Background: an optimization exercise with open tools, aiming at small area and few clock cycles. Do not read the settings as production practice.
Function was checked by simulation only, so behaviour that the tests miss may differ from the original.

## mfc_codec
module mfc_codec (
    input  wire        clk,
    input  wire        rst,           
    input  wire        cmd_valid,
    output wire        cmd_ready,
    input  wire [95:0] cmd_word,
    input  wire        din_valid,
    output wire        din_ready,
    input  wire [7:0]  din_data,
    output wire        val_valid,
    input  wire        val_ready,
    output wire [63:0] val_data,
    output wire        done,
    output wire [3:0]  done_code,
    output wire [3:0]  done_sub,
    output wire [31:0] done_res,
    output wire        rx_valid,
    output wire [16:0] rx_len,
    output wire        rsp_valid,
    output wire        rsp_trail,
    output reg  [15:0] rsp_tid,
    output reg  [15:0] rsp_pid,
    output reg  [15:0] rsp_len,
    output reg  [7:0]  rsp_unit,
    output reg  [7:0]  rsp_fc,
    output reg  [7:0]  rsp_bc
);
clock: 15.0 ns
lec_check: 0
cap_margin: 20
core_margin: 2
core_utilization: 55
cts_cluster_diameter: 80
cts_cluster_size: 28
slew_margin: 20
standard.sh (not shown) runs the stock make flow with config.mk's settings and CLKGATE_MAP_FILE= SYNTH_SCRIPT=/design/flow/synth_recipe.tcl, a recipe that flattens the netlist after the stock synthesis.
==> flow/flow/run.sh <==
#!/bin/bash
# Own flow: the standard layout (standard.sh, all steps unchanged), except that the
# input and output ports are buffered with sky130_fd_sc_hd__buf_1 cells instead of the
# resizer's default buffer cell. Every port still gets its own buffer.
set -euo pipefail
W=$(pwd)
cp config.mk config_own.mk
echo 'export BUFFER_PORTS_ARGS = -buffer_cell sky130_fd_sc_hd__buf_1' >> config_own.mk
sed "s#DESIGN_CONFIG=[^ ]*#DESIGN_CONFIG=$W/config_own.mk#" standard.sh > standard_own.sh
bash standard_own.sh > standard_own.log 2>&1
Testbench counts at the start, summed over its fixed seeds: cycles 13,326.
Rerun with:
--- a/flow/design.v
+++ b/flow/design.v
@@ -168,42 +168,31 @@
     wire h_go     = h_valid;
     wire dec_now  = h_go && (h_kind == K_DECODE);
     wire load_now = h_go && (h_kind == K_LOAD) && ld_ready;
     wire rst_now  = h_go && (h_kind == K_RESET);
     wire h_retire = h_go && (
                         (h_kind == K_LOAD) ? ld_ready :
                         h_isval            ? (!(rspv && h_inrange) || (v_active && val_ready && v_last)) :
                         1'b1);
+    wire crec     = h_retire && (h_kind != K_DECODE);      
     wire ld_free  = (!ld_pend || load_now) &&
                     (!dec_pend || dec_now || (load_now && dec_adj));
     assign cmd_ready = ((q_cnt != QD) || h_retire) &&
                        !(c_kind == K_LOAD && !ld_free) &&
                        !(c_kind == K_DECODE && dec_pend);
     wire q_push = cmd_valid && cmd_ready;
     reg [3:0]  ccode, csub;
     reg [16:0] cres;
     always @(*) begin
         ccode = C_OK; csub = 4'd0; cres = 17'd0;
         if (h_kind == K_LOAD)
             cres = ld_total;
         else if (h_kind == K_RESET)
             ;
-        else if (h_kind == K_DECODE) begin
-            if (!rxv) begin
-                ccode = C_PRECOND; csub = 4'd1;
-            end else if (f_short)
-                ccode = C_MALFORMED;
-            else if (f_lenbad)
-                ccode = C_STRUCT;
-            else if (f_bcbad) begin
-                ccode = C_STRUCT; csub = 4'd1;
-            end else
-                cres = {9'd0, f_bc};
-        end
         else if (!h_isval) begin
             ccode = C_ILLEGAL;
             csub  = {1'b0, h_type};
         end else if (!rspv) begin
             ccode = C_PRECOND; csub = 4'd2;
         end else if (!h_inrange) begin
             ccode = (h_kind == K_VALUES) ? C_OK : C_RANGE;
         end else
@@ -266,23 +255,21 @@
         for (p = 1; p < 31; p = p + 1)
             rb[p] <= rb[p-1];
         for (p = 0; p < 31; p = p + 1)
             ra[p] <= (p == 0 && inj_to_a) ? inj_data :
                      ((xfer_go || xfer_act) && (p % 8 == 0)) ? rb[(p+30) % 31] : ra[(p+30) % 31];
     end
     integer k;
     always @(posedge clk) begin
-        rcode <= ccode;
-        rsub  <= csub;
-        rres  <= cres;
-    end
-    always @(posedge clk) begin
         if (rst) begin
             rdone     <= 1'b0;
+            rcode     <= 4'd0;
+            rsub      <= 4'd0;
+            rres      <= 17'd0;
             rxv       <= 1'b0;
             rxl       <= 17'd0;
             rspv      <= 1'b0;
             trail     <= 1'b0;
             q_wp      <= {QA{1'b0}};
             q_rp      <= {QA{1'b0}};
             q_cnt     <= {(QA+1){1'b0}};
             ld_pend   <= 1'b0;
@@ -300,17 +287,20 @@
             brot      <= 5'd0;
             arot      <= 5'd0;
             xfer_req  <= 1'b0;
             xfer_act  <= 1'b0;
             xfer_cnt  <= 3'd0;
         end else begin
             brot <= inc31(brot);
             arot <= inc31(arot);
-            rdone <= h_retire;
+            rdone <= 1'b0;
+            if (crec) begin
+                rdone <= 1'b1; rcode <= ccode; rsub <= csub; rres <= cres;
+            end
             if (h_retire)
                 q_rp <= q_rp + 1'b1;
             if (v_active && val_ready)
                 vcur <= v_last ? 7'd0 : vcur + 7'd1;
             if (rst_now) begin
                 rxv   <= 1'b0;
                 rxl   <= 17'd0;
                 rspv  <= 1'b0;
@@ -318,30 +308,41 @@
             end
             if (load_now) begin
                 rxv     <= 1'b1;
                 rxl     <= ld_total;
                 ld_pend <= 1'b0;
             end
             if (dec_now) begin
                 dec_pend <= 1'b0;
-                if (rxv) begin
+                rdone <= 1'b1; rsub <= 4'd0; rres <= 17'd0;
+                if (!rxv) begin
+                    rcode <= C_PRECOND; rsub <= 4'd1;
+                end else begin
                     rspv  <= 1'b0;
                     trail <= 1'b0;
-                    if (dec_ok) begin
+                    if (f_short)
+                        rcode <= C_MALFORMED;
+                    else if (f_lenbad)
+                        rcode <= C_STRUCT;
+                    else if (f_bcbad) begin
+                        rcode <= C_STRUCT; rsub <= 4'd1;
+                    end else begin
                         rsp_tid  <= {hdr[8*0 +: 8], hdr[8*1 +: 8]};
                         rsp_pid  <= {hdr[8*2 +: 8], hdr[8*3 +: 8]};
                         rsp_len  <= f_len;
                         rsp_unit <= hdr[8*6 +: 8];
                         rsp_fc   <= hdr[8*7 +: 8];
                         rsp_bc   <= f_bc;
                         xfer_req <= xfer_act;
                         inj_dual <= inj_pend && !inj_part;
                         trail    <= f_avail > {9'b0, f_bc};
                         rspv     <= 1'b1;
+                        rcode    <= C_OK;
+                        rres     <= {9'd0, f_bc};
                     end
                 end
             end
             if (din_take) begin
                 for (k = 0; k < 9; k = k + 1)
                     if (ld_cnt == k)
                         hdr[8*k +: 8] <= din_data;
                 for (k = 0; k < 7; k = k + 1)
Outcome:
- setup slack is worse by 0.10 ns
- worst hold slack is worse by 0.0049 ns
- cell area goes up by 1.2%
- utilization is about the same
Testbench counts after the change, summed over its fixed seeds: cycles 13,326.

-- separate check: timing with driven ports --
The results above use ideal ports. As a check the final layouts listed here were re-extracted and re-timed, cells and wires unchanged.
Step 1 (the two cells are an assumption about what drives the block):
set clk [get_ports {clk}]
set_driving_cell -lib_cell sky130_fd_sc_hd__clkbuf_16 $clk
set_driving_cell -lib_cell sky130_fd_sc_hd__buf_2 [delete_from_list [all_inputs] $clk]
Step 2 moves the port delays by t, midway between the first and last clock arrival at a register: inputs arrive t later, outputs are due t later. That takes back most of the time a late clock gives input paths.
Three values: no drivers, after step 1, after step 2; two values: the first two.
run	t (ns)	setup slack, ns	worst hold slack (ns)	worst slew at a driven data input, ns
the first run	0.982	0.798 / 0.697 / 1.679	0.317 / 0.317 / 0.317	0.04
the second run	0.986	0.698 / 0.615 / 1.601	0.312 / 0.312 / 0.312	0.05
After both steps setup and hold are still met in every run listed.
